Context: an optimization exercise on an open-source flow, tuned for a short achievable clock period and few clock cycles. The choices shown serve that exercise and are no tape-out recipe.
In this exercise RTL edits were held to simulation tests only and were not proved equivalent to the original.
No activity file was given, so power comes from the tool's default toggle rates.

== the reference run ==
// solar16_core
module solar16_core (
    input  wire        clk,
    input  wire        rst,           
    input  wire [16:0] prog_len,      
    output wire        imem_req,
    output wire [15:0] imem_addr,
    input  wire        imem_ack,
    input  wire [31:0] imem_rdata,
    output wire        dmem_req,
    output wire        dmem_we,
    output wire [15:0] dmem_addr,
    output wire [7:0]  dmem_wdata,
    input  wire        dmem_ack,
    input  wire [7:0]  dmem_rdata,
    output wire        in_req,
    input  wire        in_ack,
    input  wire        in_eof,
    input  wire [20:0] in_char,
    output reg         out_valid,
    output reg  [7:0]  out_data,
    output wire [1:0]  run_state,     
    output reg  [2:0]  fault_cause,
    output reg  [16:0] fault_pc,
    output reg  [7:0]  fault_opcode,
    output reg  [7:0]  fault_operand,
    output wire [16:0] pc_out,
    output wire        z_out,
    input  wire [3:0]  dbg_sel,
    output wire [15:0] dbg_reg
);
    localparam OP_ADD  = 8'h00, OP_SUB  = 8'h01, OP_MUL  = 8'h02;
    localparam OP_RADD = 8'h03, OP_RSUB = 8'h04, OP_RMUL = 8'h05;
    localparam OP_MOV  = 8'h10, OP_LD   = 8'h11, OP_ST   = 8'h12, OP_CLR = 8'h13;
    localparam OP_JMP  = 8'h20, OP_JZ   = 8'h21, OP_JNZ  = 8'h22, OP_HALT = 8'h23;
    localparam OP_CMP  = 8'h30;
    localparam OP_AND  = 8'h40, OP_NOT  = 8'h41, OP_OR   = 8'h42, OP_XOR = 8'h43;
    localparam OP_SHL  = 8'h44, OP_SHR  = 8'h45;
    localparam OP_CLZ  = 8'hF0, OP_NOP  = 8'hFF;
    localparam F_ILLEGAL  = 3'd1, F_MISALIGN = 3'd2, F_OUTOFPROG = 3'd3, F_BADREG = 3'd4;
    localparam ST_RUN = 2'd0, ST_HALT = 2'd1, ST_FAULT = 2'd2;
    localparam D_FAULT = 0,    
               D_U1    = 1,    
               D_U2    = 2,    
               D_ADD   = 3,    
               D_SUB   = 4,    
               D_MUL   = 5,    
               D_AND   = 6,
               D_OR    = 7,
               D_XOR   = 8,
               D_NOT   = 9,
               D_SHL   = 10,
               D_SHR   = 11,
               D_MOV   = 12,
               D_CLR   = 13,
               D_CMP   = 14,
               D_CLZ   = 15,
               D_JMP   = 16,
               D_JZ    = 17,
               D_JNZ   = 18,
               D_HALT  = 19,
  ...
Size in the first run: roughly 1200 flip-flops.
export LEC_CHECK = 0
export CAP_MARGIN = 20
export CORE_MARGIN = 2
export CORE_UTILIZATION = 45
export PLACE_DENSITY = 0.65
export SETUP_SLACK_MARGIN = 4.9
export SLEW_MARGIN = 20
export SYNTH_HIERARCHICAL = 1
create_clock -name core_clock -period 10.0 [get_ports {clk}]
run.sh (not shown) runs the stock make flow with config.mk's settings and CLKGATE_MAP_FILE= SYNTH_SCRIPT=/design/flow/synth_recipe.tcl, a recipe that flattens the netlist after the stock synthesis.
The reference run finished every step from synthesis to the final layout, and the layout passed the timing, DRC and antenna checks.
Testbench counts of the reference run, summed over its fixed seeds: cycles 31,341.
What the trial run does differently from the reference run at the input level:
--- a/flow/design.v
+++ b/flow/design.v
@@ -137,19 +137,21 @@
                                  (o == OP_AND) || (o == OP_OR) || (o == OP_XOR) ||
                                  (o == OP_NOT) || (o == OP_SHL) || (o == OP_SHR) ||
                                  (o == OP_CLR) || (o == OP_CMP) || (o == OP_CLZ) ||
                                  (o == OP_MUL) || (o == OP_RMUL);
             predecode[D_BIMM]  = (o == OP_ADD) || (o == OP_SUB) || (o == OP_MUL) ||
                                  (o == OP_SHL) || (o == OP_SHR);
             predecode[D_BYP]   = (o == OP_AND) || (o == OP_OR) || (o == OP_XOR) ||
                                  (o == OP_NOT) || (o == OP_SHL) || (o == OP_SHR) ||
                                  (o == OP_MOV) || (o == OP_CMP);
-            predecode[D_LBYP]  = (o == OP_AND) || (o == OP_OR) || (o == OP_XOR) ||
+            predecode[D_LBYP]  = (o == OP_ADD) || (o == OP_SUB) ||
+                                 (o == OP_RADD) || (o == OP_RSUB) ||
+                                 (o == OP_AND) || (o == OP_OR) || (o == OP_XOR) ||
                                  (o == OP_NOT) || (o == OP_SHL) || (o == OP_SHR) ||
                                  (o == OP_MOV) || (o == OP_CMP) || (o == OP_CLR);
             predecode[D_TBAD]  = mis || ({1'b0, im[15:2]} > lim);
             predecode[D_TBAD4] = mis || ({1'b0, im[15:2]} >= lim);
         end
     endfunction
     reg [1:0]  st;
     reg [16:0] pc;                
     reg [16:0] pc4r;              
@@ -241,20 +243,20 @@
     wire [16:0] rtgt = tk ? {1'b0, ir_imm} : pc4;
     wire        rbad = tk ? id[D_TBAD] : pcb4;
     wire [16:0] npc  = tk ? {1'b0, ir_imm} : pc4;      
     wire [1:0] st_n = (e_go && id[D_FAULT]) ? ST_FAULT :
                       (e_go && id[D_HALT])  ? ST_HALT :
                       (!e_go && drained && quiet && st == ST_RUN) ? ST_FAULT : st;
     wire any_wr = e_wr || mp || lm_wr || li_wr;
     wire [15:0] xa   = lbyp_a ? lm_val : opa;
     wire [15:0] xb   = lbyp_b ? lm_val : opb;
-    wire [15:0] sum  = opa + opb;
-    wire [15:0] dif  = opa - opb;
+    wire [15:0] sum  = xa + xb;
+    wire [15:0] dif  = xa - xb;
     wire [15:0] la   = byp_a ? mprod : xa;
     wire [15:0] lb   = byp_b ? mprod : xb;
     wire [15:0] shl  = la << opb[3:0];
     wire [15:0] shr  = la >> opb[3:0];
     wire [15:0] res  = ({16{id[D_ADD]}} & sum) |
                        ({16{id[D_SUB]}} & dif) |
                        ({16{id[D_AND]}} & (la & lb)) |
                        ({16{id[D_OR]}}  & (la | lb)) |
                        ({16{id[D_XOR]}} & (la ^ lb)) |
--- outcome ---
- Between the trial run and the reference run, it is the trial run whose share of power burned in combinational logic is higher, by 1.3 points.
- Every stage of the flow completed for the trial run, and the final layout passed the timing, DRC and antenna checks.
- Combined area of the multi-input logic cells sits higher in the trial run than in the reference run.
- The reference run has a higher detailed route wirelength on metal2 than the trial run.
- The trial run vs. the reference run: first-pass GRT wire length now sits lower, initial standard-cell utilization of the core flat, distinct cell type count after synthesis went up 2.6%, detail-routed net length per standard cell lower, final area fell by 280 um^2.
- When the trial run is set beside the reference run, its share of final layout cell area taken by non-clock buffers turns out to be 0.51 points smaller.
- The trial run: largest net degree at the start of global routing is 7 higher than what the reference run reported.
- The worst path arrival time of the trial run falls short of that of the reference run by 0.04 ns.
- The trial run vs the reference run, area growth from synthesis to final layout went down by 0.88 points.
- The count of clock-buffer cells in the layout of the trial run falls short of that of the reference run by 4.8%.
Testbench counts of the trial run, summed over its fixed seeds: cycles 31,255.

---

## P
Another version of the RTL of solar16_core (not shown whole).
For scale: roughly 8700 cells after synthesis, about 1200 flip-flops, roughly 210 I/O pins.
==> flow/config.mk <==
export PLATFORM = sky130hd
export DESIGN_NAME = solar16_core
export DESIGN_NICKNAME = solar16_core
export VERILOG_FILES = /design/flow/design.v
export SDC_FILE = /design/flow/constraint.sdc
export NUM_CORES = 4
export LEC_CHECK = 0
export CAP_MARGIN = 20
export CORE_MARGIN = 2
export CORE_UTILIZATION = 45
export PLACE_DENSITY = 0.65
export SETUP_SLACK_MARGIN = 4.9
export SLEW_MARGIN = 20
export SYNTH_HIERARCHICAL = 1
==> flow/constraint.sdc <==
create_clock -name core_clock -period 10.0 [get_ports {clk}]
set_input_delay 2.0000 -clock core_clock [delete_from_list [all_inputs] [get_ports {clk}]]
set_output_delay 2.0000 -clock core_clock [all_outputs]
set_load 0.01 [all_outputs]
In P the implementation completed, yet the final layout does not meet the checks, the culprit being antenna violations.
Testbench counts of P, summed over its fixed seeds: cycles 31,255.
Input-level comparison between Q and P:
diff --git a/flow/design.v b/flow/design.v
--- a/flow/design.v
+++ b/flow/design.v
@@ -192,12 +192,13 @@
     reg [7:0]  ls_lo;             
     reg        li;
     reg [3:0]  li_rd;
     reg        lm0, lm1;
     reg [15:0] m_li, m_lm0, m_lm1, m_mp;
     reg [15:0] ir_oh1, ir_oh2;
+    reg        dep1_r;            
     reg [3:0]  lm_rd0, lm_rd1;
     wire [7:0]  ir_op1 = ir[15:8];
     wire [7:0]  ir_op2 = ir[23:16];
     wire [15:0] ir_imm = ir[31:16];
     wire [3:0]  ir_rd  = ir[11:8];
     wire [3:0]  ir_rs  = ir[19:16];
@@ -224,14 +225,15 @@
                     (id[D_ST]   && nv));
     wire e_gor   = e_act && !stall;                
     wire e_go    = e_gor && (!l_byp || dmem_ack);   
     wire e_ok    = e_go && !id[D_FAULT];           
     wire e_wr    = e_ok && id[D_WR];
     wire e_mul   = e_gor && !id[D_FAULT] && id[D_MUL];
-    wire e_mem   = e_gor && !id[D_FAULT] && (id[D_LD] || id[D_ST]);
-    wire e_in    = e_gor && !id[D_FAULT] && id[D_LDIN];
+    wire e_mem   = e_act && !id[D_FAULT] && !dep1_r && !nv &&
+                   ((id[D_LD] && !lm1) || id[D_ST]);
+    wire e_in    = e_act && !id[D_FAULT] && !dep1_r && !li && id[D_LDIN];
     wire e_ldm   = e_mem && id[D_LD];
     wire is_br   = id[D_JMP] || id[D_JZ] || id[D_JNZ];
     wire tk      = zf ? ti_z : ti_nz;
     wire br_tk   = e_go && tk;                         
     wire redir   = ir_v && (st == ST_RUN) &&
                    (zf ? ra_z : ra_nz);                
@@ -310,12 +312,19 @@
     wire adv     = !ir_v || e_go;
     wire [31:0] nxw = (fq != 2'd0) ? fb0 : imem_rdata;
     wire        npt = (fq != 2'd0) ? fb0_pt : f_pt;
     wire [3:0]  nrd = nxw[11:8];
     wire [3:0]  nrs = nxw[19:16];
     wire [DW-1:0] nid = predecode(nxw, plt4, limw);
+    wire [15:0] m_li_n  = e_in ? ir_oh1 : (li_wr ? 16'd0 : m_li);
+    wire [15:0] m_mp_n  = e_mul ? ir_oh1 : 16'd0;
+    wire [15:0] m_lm0_n = lm_wr ? (lm1 ? m_lm1 : (e_ldm ? ir_oh1 : 16'd0)) :
+                          (e_ldm && !lm0) ? ir_oh1 : m_lm0;
+    wire [15:0] m_lm1_n = lm_wr ? ((lm1 && e_ldm) ? ir_oh1 : 16'd0) :
+                          (e_ldm && lm0) ? ir_oh1 : m_lm1;
+    wire [15:0] oh1_n   = (adv && !redir) ? (nid[D_U1] ? (16'd1 << nxw[11:8]) : 16'd0) : ir_oh1;
     function [15:0] rdreg(input [3:0] i);
         begin
             if (e_wr && ir_rd == i)      rdreg = res;
             else if (mp && mp_rd == i)   rdreg = mprod;
             else if (lm_wr && lm_rd0 == i) rdreg = lm_val;
             else if (li_wr && li_rd == i)  rdreg = in_value;
@@ -426,12 +435,13 @@
             m_li   <= 16'd0;
             m_lm0  <= 16'd0;
             m_lm1  <= 16'd0;
             m_mp   <= 16'd0;
             ir_oh1 <= 16'd0;
             ir_oh2 <= 16'd0;
+            dep1_r <= 1'b0;
         end else begin
             if (f_issue) begin
                 f_pend <= 1'b1;
                 f_kill <= 1'b0;
                 f_pt   <= !redir && bhit;
                 fpc    <= fpc_i;
@@ -517,13 +527,14 @@
             for (i = 0; i < 16; i = i + 1)
                 if (e_wr && ir_rd == i)      regs[i] <= res;
                 else if (mp && mp_rd == i)   regs[i] <= mprod;
                 else if (lm_wr && lm_rd0 == i) regs[i] <= lm_val;
                 else if (li_wr && li_rd == i)  regs[i] <= in_value;
             mp <= e_mul;
-            m_mp <= e_mul ? ir_oh1 : 16'd0;
+            m_mp <= m_mp_n;
+            dep1_r <= |(oh1_n & (m_li_n | m_lm0_n | m_lm1_n | m_mp_n));
             if (e_mul) begin
                 mp_rd <= ir_rd;
                 ms    <= ts;
                 mc    <= tc;
             end
             if (e_go && is_br) begin
@@ -569,36 +580,33 @@
                 nxt_a  <= ir_imm;
                 nxt_lo <= opa[7:0];
                 nxt_hi <= opa[15:8];
             end
             if (d_pend && dmem_ack && d_ld0)
                 ls_lo <= dmem_rdata;
+            m_li  <= m_li_n;
+            m_lm0 <= m_lm0_n;
+            m_lm1 <= m_lm1_n;
             if (e_in) begin
                 li    <= 1'b1;
                 li_rd <= ir_rd;
-                m_li  <= ir_oh1;
             end else if (li_wr) begin
                 li   <= 1'b0;
-                m_li <= 16'd0;
             end
             if (lm_wr) begin
                 lm0    <= lm1 || e_ldm;
                 lm_rd0 <= lm1 ? lm_rd1 : ir_rd;
-                m_lm0  <= lm1 ? m_lm1 : (e_ldm ? ir_oh1 : 16'd0);
                 lm1    <= lm1 && e_ldm;
                 lm_rd1 <= ir_rd;
-                m_lm1  <= (lm1 && e_ldm) ? ir_oh1 : 16'd0;
             end else if (e_ldm) begin
                 if (lm0) begin
                     lm1    <= 1'b1;
                     lm_rd1 <= ir_rd;
-                    m_lm1  <= ir_oh1;
                 end else begin
                     lm0    <= 1'b1;
                     lm_rd0 <= ir_rd;
-                    m_lm0  <= ir_oh1;
                 end
             end
         end
     end
 endmodule
 module solar16_dbg_mux (
[summary]
Going from P to Q, number of clock buffers in the layout went down; final instance area went up; utilization went down; slew at the pin closest to its max-slew limit did not really move.
Compared with P, in Q total power went down by 5.1%, proportion of cell area occupied by registers went down by 0.19 points, synthesized-area fraction occupied by ao, oa, aoi and oai cells went down by 1.5 points, die height went up by about 0.56%, total length of routed met3 wires went down by about 6%.
Number of tap cells inserted of Q exceeds that of P slightly.
Q: all stages complete, timing, DRC and antenna checks passed
Q vs P, capture point of the critical path: opb[11] vs dbg_reg[9]
Testbench counts of Q, summed over its fixed seeds: cycles 31,255.

afterwards: timing with drivers on the ports:
How much do the figures lean on ideal ports? The routed layouts below were timed once more, with nothing changed but the port constraints. Step 1 assumes that a clkbuf_16 drives the clock port and a buf_2 every other input. Step 2 times the ports against the registers' clock, not the clock port: input delays grow and output delays shrink by t, the midpoint of the rising clock arrivals with the driver on. Three values: ideal ports, drivers, drivers and shift; two values: the first two.
run	shift t [ns]	setup slack, ns	hold WS [ns]	worst register clock-pin slew, ns	pins driven straight from the clock port
the reference run	0.884	4.667 / 4.338 / 3.852	0.387 / 0.387 / 0.387	0.07 / 0.07	1
the trial run	0.897	4.705 / 4.335 / 3.889	0.394 / 0.394 / 0.394	0.07 / 0.07	1
P	0.879	4.731 / 4.434 / 3.948	0.369 / 0.369 / 0.369	0.07 / 0.07	1
Q	0.868	4.501 / 4.229 / 3.697	0.389 / 0.389 / 0.389	0.07 / 0.07	1
For the trial run, which loses most, drivers alone change the setup slack by -0.370 ns; drivers and shift together by -0.816 ns.
